This design comes from an exercise in tuning for small area, a short achievable clock period and few clock cycles on the open sky130 flow, not from production work. Function not checked in this run: the RTL went through the layout flow alone. Power is estimated from default activity; no workload was simulated.

File: design.v
module sap3_core (
    input  wire         clk,
    input  wire         rst,           
    input  wire         step,          
    output wire [15:0]  imem_addr,     
    input  wire [31:0]  imem_data,     
    input  wire [15:0]  prog_len,      
    input  wire [7:0]   in_value,      
    output wire [8:0]   dmem_addr,     
    input  wire [7:0]   dmem_rdata,    
    output wire         dmem_we,       
    output wire [7:0]   dmem_wdata,
    output wire         ready,         
    output wire         stopped,       
    output wire         halted,
    output wire [3:0]   fault,
    output wire [7:0]   acc,
    output wire [127:0] regs,          
    output wire [8:0]   sp,
    output wire         flag_c,
    output wire         flag_z,
    output wire         out_valid,
    output wire [7:0]   out_data,
    output wire         print_valid,
    output wire [15:0]  print_tmpl
);
    localparam [5:0] T_NOP    = 6'h00, T_LDA   = 6'h01, T_STA   = 6'h02,
                     T_LDR    = 6'h03, T_STR   = 6'h04, T_LDI   = 6'h05,
                     T_LDRI   = 6'h06, T_MOVRR = 6'h07, T_MOVRA = 6'h08,
                     T_MOVAR  = 6'h09, T_ADDR  = 6'h0A, T_ADDM  = 6'h0B,
                     T_SUB    = 6'h0C, T_AND   = 6'h0D, T_OR    = 6'h0E,
                     T_XOR    = 6'h0F, T_NOT   = 6'h10, T_INC   = 6'h11,
                     T_DEC    = 6'h12, T_ROL   = 6'h13, T_ROR   = 6'h14,
                     T_JMP    = 6'h15, T_JZ    = 6'h16, T_JNZ   = 6'h17,
                     T_JC     = 6'h18, T_JNC   = 6'h19, T_PUSH  = 6'h1A,
                     T_POP    = 6'h1B, T_IN    = 6'h1C, T_OUTA  = 6'h1D,
                     T_OUTR   = 6'h1E, T_HLT   = 6'h1F, T_PRINT = 6'h20,
                     T_FAULT  = 6'h3F;
    localparam [3:0] F_UNKNOWN = 4'd1, F_STACK_OVF = 4'd7, F_STACK_UNF = 4'd8;
    reg [15:0]  pc;
    reg [8:0]   sp_q;
    reg [7:0]   a_q;
    reg [7:0]   r_q [0:15];
    reg         c_q, z_q;
    reg         halt_q;
    reg [3:0]   fault_q;
    reg         stop_q;        
    wire [31:0] ir  = imem_data;
    wire [5:0]  tag = ir[31:26];
    wire [3:0]  ra  = ir[25:22];
    wire [3:0]  rb  = ir[21:18];
    wire [15:0] v   = ir[15:0];
    wire is_lda   = (tag == T_LDA);
    wire is_sta   = (tag == T_STA);
    wire is_ldr   = (tag == T_LDR);
    wire is_str   = (tag == T_STR);
    wire is_ldi   = (tag == T_LDI);
    wire is_ldri  = (tag == T_LDRI);
    wire is_movrr = (tag == T_MOVRR);
    wire is_movra = (tag == T_MOVRA);
    wire is_movar = (tag == T_MOVAR);
    wire is_addr  = (tag == T_ADDR);
    wire is_addm  = (tag == T_ADDM);
    wire is_sub   = (tag == T_SUB);
    wire is_and   = (tag == T_AND);
    wire is_or    = (tag == T_OR);
    wire is_xor   = (tag == T_XOR);
    wire is_not   = (tag == T_NOT);
    wire is_inc   = (tag == T_INC);
    wire is_dec   = (tag == T_DEC);
    wire is_rol   = (tag == T_ROL);
    wire is_ror   = (tag == T_ROR);
    wire is_jmp   = (tag == T_JMP);
    wire is_jz    = (tag == T_JZ);
    wire is_jnz   = (tag == T_JNZ);
    wire is_jc    = (tag == T_JC);
    wire is_jnc   = (tag == T_JNC);
    wire is_push  = (tag == T_PUSH);
    wire is_pop   = (tag == T_POP);
    wire is_in    = (tag == T_IN);
    wire is_outa  = (tag == T_OUTA);
    wire is_outr  = (tag == T_OUTR);
    wire is_hlt   = (tag == T_HLT);
    wire is_print = (tag == T_PRINT);
    wire is_fault = (tag == T_FAULT);
    wire z25_22 = (ir[25:22] == 4'd0);
    wire z21_18 = (ir[21:18] == 4'd0);
    wire z17_16 = (ir[17:16] == 2'd0);
    wire z15_9  = (ir[15:9]  == 7'd0);
    wire z8     = !ir[8];
    wire z7_4   = (ir[7:4]   == 4'd0);
    wire z3_0   = (ir[3:0]   == 4'd0);
    wire z17_0  = z17_16 && z15_9 && z8 && z7_4 && z3_0;
    wire z21_0  = z21_18 && z17_0;
    wire z25_0  = z25_22 && z21_0;
    wire z21_9  = z21_18 && z17_16 && z15_9;
    wire z25_9  = z25_22 && z21_9;
    wire z21_8  = z21_9 && z8;
    wire z25_8  = z25_22 && z21_8;
    wire z25_16 = z25_22 && z21_18 && z17_16;
    wire z25_4  = z25_16 && z15_9 && z8 && z7_4;
    wire legal =
        ((is_lda | is_sta | is_addm | is_sub | is_and | is_or | is_xor) & z25_9) |
        ((is_ldr | is_str) & z21_9) |
        (is_ldi & z25_8) |
        (is_ldri & z21_8) |
        (is_movrr & z17_0) |
        ((is_movra | is_addr | is_outr) & z21_0) |
        (is_movar & z25_22 & z17_0) |
        ((tag == T_NOP) | is_not | is_inc | is_dec | is_rol | is_ror |
         is_push | is_pop | is_in | is_outa | is_hlt) & z25_0 |
        ((is_jmp | is_jz | is_jnz | is_jc | is_jnc | is_print) & z25_16) |
        (is_fault & z25_4);
    wire sp_zero = (sp_q == 9'd0);
    wire sp_full = (sp_q == 9'd511);
    wire exc_ovf = is_push && sp_zero;
    wire exc_unf = is_pop && sp_full;
    wire exc_any = !legal || (is_fault && !z3_0) || exc_ovf || exc_unf;
    wire [3:0] exc = !legal   ? F_UNKNOWN :
                     is_fault ? ir[3:0] :
                     exc_ovf  ? F_STACK_OVF : F_STACK_UNF;
    wire accept = step && !stop_q;
    wire commit = accept && !exc_any;
    wire [7:0] rval = r_q[ra];
    wire [8:0] sp_inc = sp_q + 9'd1;
    wire [8:0] sp_dec = sp_q - 9'd1;
    wire we_sta  = is_sta && z25_9;
    wire we_str  = is_str && z21_9;
    wire we_push = is_push && z25_0 && !sp_zero;
    assign dmem_we     = accept && (we_sta || we_str || we_push);
    assign out_valid   = accept && ((is_outa && z25_0) || (is_outr && z21_0));
    assign print_valid = accept && is_print && z25_16;
    assign dmem_addr  = (is_push || is_pop) ? (tag[0] ? sp_inc : sp_q) : v[8:0];
    wire [7:0] st_data = (is_str || is_outr) ? rval : a_q;
    assign dmem_wdata = st_data;
    assign out_data   = st_data;
    assign print_tmpl = v;
    wire [7:0] mem_rdata = dmem_rdata;
    wire [7:0] opb = (is_movra || is_movrr || is_addr) ? rval :
                     (is_ldi || is_ldri)               ? v[7:0] :
                     is_in                             ? in_value : mem_rdata;
    wire       add_neg = is_sub || is_dec;
    wire [7:0] add_x   = ((is_inc || is_dec) ? 8'h00 : opb) ^ {8{add_neg}};
    wire       add_ci  = is_sub || is_inc;
    wire [8:0] add_sum = {1'b0, a_q} + {1'b0, add_x} + {8'd0, add_ci};
    wire is_arith = is_addr || is_addm || is_sub || is_inc || is_dec;
    wire [7:0] alu_res =
        is_arith ? add_sum[7:0] :
        is_and   ? (a_q & opb) :
        is_or    ? (a_q | opb) :
        is_xor   ? (a_q ^ opb) :
        is_not   ? ~a_q :
        is_rol   ? {a_q[6:0], a_q[7]} :
        is_ror   ? {a_q[0], a_q[7:1]} : opb;
    wire alu_z  = is_arith || is_and || is_or || is_xor || is_not ||
                  is_rol || is_ror || is_in;
    wire a_wr   = alu_z || is_lda || is_ldi || is_movra || is_pop;
    wire c_wr   = is_addr || is_addm;
    wire taken = is_jmp || (is_jz && z_q) || (is_jnz && !z_q) ||
                 (is_jc && c_q) || (is_jnc && !c_q);
    wire [15:0] pc_inc = pc + 16'd1;
    wire [15:0] pc_d   = rst ? 16'd0 : (taken ? v : pc_inc);
    wire        pc_en  = rst || (commit && !is_hlt);
    always @(posedge clk)
        if (pc_en) pc <= pc_d;
    wire stop_en = rst || accept;
    wire stop_d  = (!rst && (exc_any || is_hlt)) || (pc_d >= prog_len);
    always @(posedge clk)
        if (stop_en) stop_q <= stop_d;
    wire halt_en = rst || (accept && (exc_any || is_hlt));
    always @(posedge clk)
        if (halt_en) halt_q <= !rst;
    wire fault_en = rst || (accept && exc_any);
    always @(posedge clk)
        if (fault_en) fault_q <= rst ? 4'd0 : exc;
    wire       sp_en = rst || (commit && (is_push || is_pop));
    wire [8:0] sp_d  = rst ? 9'd511 : (tag[0] ? sp_inc : sp_dec);
    always @(posedge clk)
        if (sp_en) sp_q <= sp_d;
    wire a_en = rst || (commit && a_wr);
    always @(posedge clk)
        if (a_en) a_q <= rst ? 8'd0 : alu_res;
    wire z_en = rst || (commit && alu_z);
    always @(posedge clk)
        if (z_en) z_q <= !rst && (alu_res == 8'd0);
    wire c_en = rst || (commit && c_wr);
    always @(posedge clk)
        if (c_en) c_q <= !rst && add_sum[8];
    wire       rf_ld   = is_ldr || is_ldri;
    wire       rf_we   = commit && (rf_ld || is_movrr || is_movar);
    wire [3:0] rf_wsel = rf_ld ? ra : rb;
    wire [7:0] rf_d    = rst ? 8'd0 : (is_movar ? a_q : opb);
    genvar g;
    generate
        for (g = 0; g < 16; g = g + 1) begin : rf
            always @(posedge clk)
                if (rst || (rf_we && rf_wsel == g))
                    r_q[g] <= rf_d;
        end
    endgenerate
    assign imem_addr   = pc;
    assign ready       = 1'b1;
    assign stopped     = stop_q;
    assign halted      = halt_q;
    assign fault       = fault_q;
    assign acc         = a_q;
    assign sp          = sp_q;
    assign flag_c      = c_q;
    assign flag_z      = z_q;
    genvar k;
    generate
        for (k = 0; k < 16; k = k + 1) begin : regs_out
            assign regs[8*k +: 8] = r_q[k];
        end
    endgenerate
endmodule
File: flow/run.sh
#!/bin/bash
# The standard layout, with the port buffers that ORFS inserts at global
# placement made sky130_fd_sc_hd__buf_1 (ORFS otherwise picks a delay buffer,
# clkdlybuf4s50_1). Every other step is the standard one.
set -euo pipefail
bash standard.sh 'BUFFER_PORTS_ARGS=-buffer_cell sky130_fd_sc_hd__buf_1' finish > standard_flow.log 2>&1
File: standard.sh
#!/bin/bash
# synth_recipe.tcl (not shown) runs the flow's synth.tcl, then flattens the netlist and writes it again
# the make line also repeats each setting of config.mk as NAME=value (left out here)
make -C /OpenROAD-flow-scripts/flow DESIGN_CONFIG=/design/flow/config.mk WORK_HOME=/design/flow/orfs CLKGATE_MAP_FILE= SYNTH_SCRIPT=/design/flow/synth_recipe.tcl "${@:-finish}"
File: config.mk
export PLATFORM = sky130hd
export DESIGN_NAME = sap3_core
export DESIGN_NICKNAME = sap3_core
export VERILOG_FILES = /design/flow/design.v
export SDC_FILE = /design/flow/constraint.sdc
export NUM_CORES = 4
export LEC_CHECK = 0
export CAP_MARGIN = 20
export CORE_MARGIN = 2
export CORE_UTILIZATION = 40
export SETUP_SLACK_MARGIN = 4.5
export SLEW_MARGIN = 20
File: constraint.sdc
create_clock -name core_clock -period 10.0 [get_ports {clk}]
set_input_delay 2.0000 -clock core_clock [delete_from_list [all_inputs] [get_ports {clk}]]
set_output_delay 2.0000 -clock core_clock [all_outputs]
set_load 0.01 [all_outputs]
==> results.sh <==
export IMPL_outcome="no timing/DRC/antenna violations"
export IMPL_yosysWarnings=2
export IMPL_fill_cells=2499
export IMPL_finalSetupTns_ns=0
export IMPL_finClkSkew_ns=0.0164
export IMPL_die_area_um2=29200
export IMPL_synth_seq_cells=169
export IMPL_dr_wl_met3_um=4800
export IMPL_io_pin_count=281
export IMPL_hp_class="reg -> reg"
export IMPL_setup_viol=0
export IMPL_finalWirelength_um=43800
export IMPL_end_kind="output pin"
export IMPL_hold_viol=0
export IMPL_clockPowerShare_pct=35.0
export IMPL_grt_pass1_wl_um=61800
export IMPL_ff_latch_area_um2=5070
export IMPL_drt_first_pass_iters=5
export IMPL_yosysSeqAreaShare_pct=45.5
export IMPL_required_ns=8.00
export IMPL_rsz0062_at_grt="yes"
export IMPL_place_congestion=0.973
export IMPL_grt_util_all_layers_pct=28.8
export IMPL_clk_latency_ns=0.46
export IMPL_htreeDepth=4
export IMPL_viasPerCell=6.07
export IMPL_die_h_um=171
export IMPL_tightestPinTransition_ns=1.08
export IMPL_path_class="in -> out"
export IMPL_power_internal_mw=1.38
export IMPL_slew_headroom_pct=27.9
export IMPL_syn2layout_area_growth_pct=31.4
export IMPL_power_density_nw_per_um2=142
export IMPL_power_frac_seq_pct=42.7
export IMPL_async_reset_ff_share_pct=0
export IMPL_ant_nets=0
export IMPL_wl_per_cell_um=24.4
export IMPL_routed_via_count=10900
export IMPL_syn_inst=1108
export IMPL_grt_start_max_net_pins=39
export IMPL_wl_met1_um=17200
export IMPL_synthMuxAreaShare_pct=2.79
export IMPL_synth_fa_ha_area_share_pct=5.52
export IMPL_yosys_area_top_type="edfxtp_1"
export IMPL_post_route_min_period_ns=5.75
export IMPL_clock_root_buffer="clkbuf_16"
export IMPL_tritoncts="yes"
export IMPL_irDropWorstVdd_uv=98.4
export IMPL_drv_slew=0
export IMPL_wl_met2_um=20200
export IMPL_cp_arrival_ns=3.75
export IMPL_finalNetCount=1521
export IMPL_synth_compound_area_share_pct=18.2
export IMPL_hpwl_um=29100
export IMPL_drive_above_1_share_pct=20.4
export IMPL_rows=61
export IMPL_p_switching_mw=0.699
export IMPL_multi_input_area_um2=6020
export IMPL_drtIter0Drc=1268
export IMPL_numCtsBuffers=17
export IMPL_start_util_pct=40.4
export IMPL_antenna_found_initial=0
export IMPL_yosys_area_share_simple_pct=17.9
export IMPL_drv_cap=0
export IMPL_portBuffers=279
export IMPL_yosysTopAreaCellShare_pct=45.5
export IMPL_cts_path_max_buffers=2
export IMPL_synth_top_family_by_area="compound AO/OA/AOI/OAI gates"
export IMPL_synth_edf_count=169
export IMPL_drc=0
export IMPL_synth_xor_area_share_pct=3.45
export IMPL_p_leak_nw=5.50
export IMPL_cts_clk_slew_worst_paths_ns=0.08
export IMPL_max_freq_mhz=174
export IMPL_timing_final_crit_share_pct=57.5
export IMPL_coreArea_um2=27600
export IMPL_antenna_cells=0
export IMPL_grt_pass1_vias=9916
export IMPL_synthTopCellsByArea="edfxtp_1 45%, ha_1 5.2%, nor2_1 3.0%, nand2_1 2.9%, o21ai_0 2.8%"
export IMPL_chipWidth_um=171
export IMPL_syn_cell_area_um2=11200
export IMPL_syn_area_per_cell_um2=10.1
export IMPL_switching_share_pct=33.7
export IMPL_maxUsedRoutingLayer="met4"
export IMPL_grt_overflow_total=0
export IMPL_cts_sinks=169
export IMPL_p_total_mw=2.08
export IMPL_layout_common_cells="250 x buf_1, 169 x edfxtp_1, 80 x nand2_1, 77 x nor2_1, 63 x buf_4"
export IMPL_synth_fp_nets=1223
export IMPL_yosysUniqueCellTypes=91
export IMPL_startpoint_type="input port"
export IMPL_layout_commonest_cell="buf_1"
export IMPL_comb_power_share_pct=22.3
export IMPL_synth_flop_cell="edfxtp_1"
export IMPL_crit_fanout=6
==> registers in the layout (all words and copies together) (netlist names) <==
name,flops
r_q,128
stop_q,1
pc,16
z_q,1
c_q,1
fault_q,4
a_q,8
halt_q,1
sp_q,9
==> what timing repair did <==
| action | CTS | global route |
|---|---|---|
| buffers inserted | 30 | 21 |
| endpoints found under the setup margin | 39 | 42 |
| hold buffers | 0 | 0 |
| pin swaps | 27 | 49 |
| resized for setup | 124 | 94 |
| gates cloned | 9 | 2 |
==> synth_stat cells, drive strengths merged (8+ instances only) <==
library cell / number
edfxtp: 169
nor2: 92
nand2: 85
buf: 67
o21ai: 66
inv: 52
ha: 46
a21oi: 41
nand3: 40
clkbuf: 29
a211oi: 27
nor2b: 26
xnor2: 24
mux2i: 21
nor3: 21
xor2: 20
and2: 18
a22oi: 16
and3: 15
nand4: 15
nand2b: 13
a31oi: 11
a221oi: 10
a21o: 9
a22o: 9
o31ai: 9
o211ai: 8
==> per-layer routing <==
| layer | GRT usage, % | vias up |
|---|---|---|
| met5 | 0 | - |
| met4 | 11.2 | 0 |
| met3 | 6.11 | 116 |
| met2 | 45.6 | 792 |
| met1 | 38.7 | 5236 |
| li1 | - | 4755 |
==> critical path, cell delays in order <==
cell	delay (ns)
clkbuf_16	0.14
buf_16	0.13
buf_8	0.13
buf_6	0.11
nor3_2	0.04
a311o_1	0.35
o32a_1	0.36
mux2_4	0.34
buf_6	0.14
==> logic make-up after synthesis <==
kind of cell	Yosys count
AO/OA/AOI/OAI	285
adder cells (fa/ha/maj)	48
other	1
flip-flops	169
AND/OR/NAND/NOR	380
XOR/XNOR	44
buffers and inverters	152
multiplexers	29
==> path summary, 6_finish.rpt <==
path	from	to	slack [ns]	cells past startpoint
setup reg to reg	r_q[6][0]	z_q	5.80	19
setup / recovery	imem_data[22]	out_data[1]	4.25	9
hold / removal	pc[0]	pc[0]	0.71	1
hold reg to reg	pc[0]	pc[0]	0.71	1
==> per-stage QoR <==
step / utilization [%] / hold slack [ns] / setup slack (ns) / std cells / cell area [um2]
floorplan: - / 0.689 / 4.44 / 1108 / 11300
global placement: 45.2 / 0.693 / 3.13 / 1703 / 12500
detailed placement: 45.2 / 0.676 / 3.00 / 1703 / 12500
CTS: 50.9 / 0.690 / 4.24 / 1774 / 14100
global route: 53.0 / 0.733 / 4.23 / 1797 / 14700
finish: 53.0 / 0.708 / 4.25 / 1797 / 14700
==> final cells by class <==
cell class	instances	area share (%)
Clock inverter	15	1.48
Clock buffer	17	2.90
Tap cell	378	3.23
Sequential cell	169	34.6
Multi-Input combinational cell	788	41.1
Timing Repair Buffer	374	15.2
Inverter	56	1.49
==> power groups by stage <==
| stage | Sequential [mW] | Clock (mW) | Combinational [mW] |
|---|---|---|---|
| after floorplan | 0.904 | 0 | 0.228 |
| after global placement | 0.900 | 0 | 0.369 |
| after detailed placement | 0.899 | 0 | 0.372 |
| after CTS | 0.884 | 0.724 | 0.422 |
| after global routing | 0.890 | 0.759 | 0.495 |
| final | 0.887 | 0.727 | 0.463 |

==> static timing again, ports no longer ideal <==
The results above use ideal ports. As a check the final layout listed here was re-extracted and re-timed, cells and wires unchanged. Step 1 sets driving cells, clkbuf_16 on the clock port and buf_2 on the other inputs (assumed; they add their load-dependent delay and slew). Step 2 times the ports against the registers' clock, not the clock port: input delays grow and output delays shrink by t, the midpoint of the rising clock arrivals with the driver on. a / b / c = ideal / step 1 / step 2; a / b = the first two.
t, ns: 0.494
setup WS [ns]: 4.248 / 4.115 / 3.782
worst setup path at the end: input to register
After both steps this run still meets setup and hold. For this run, drivers alone change the setup slack by -0.133 ns; drivers and shift together by -0.466 ns.
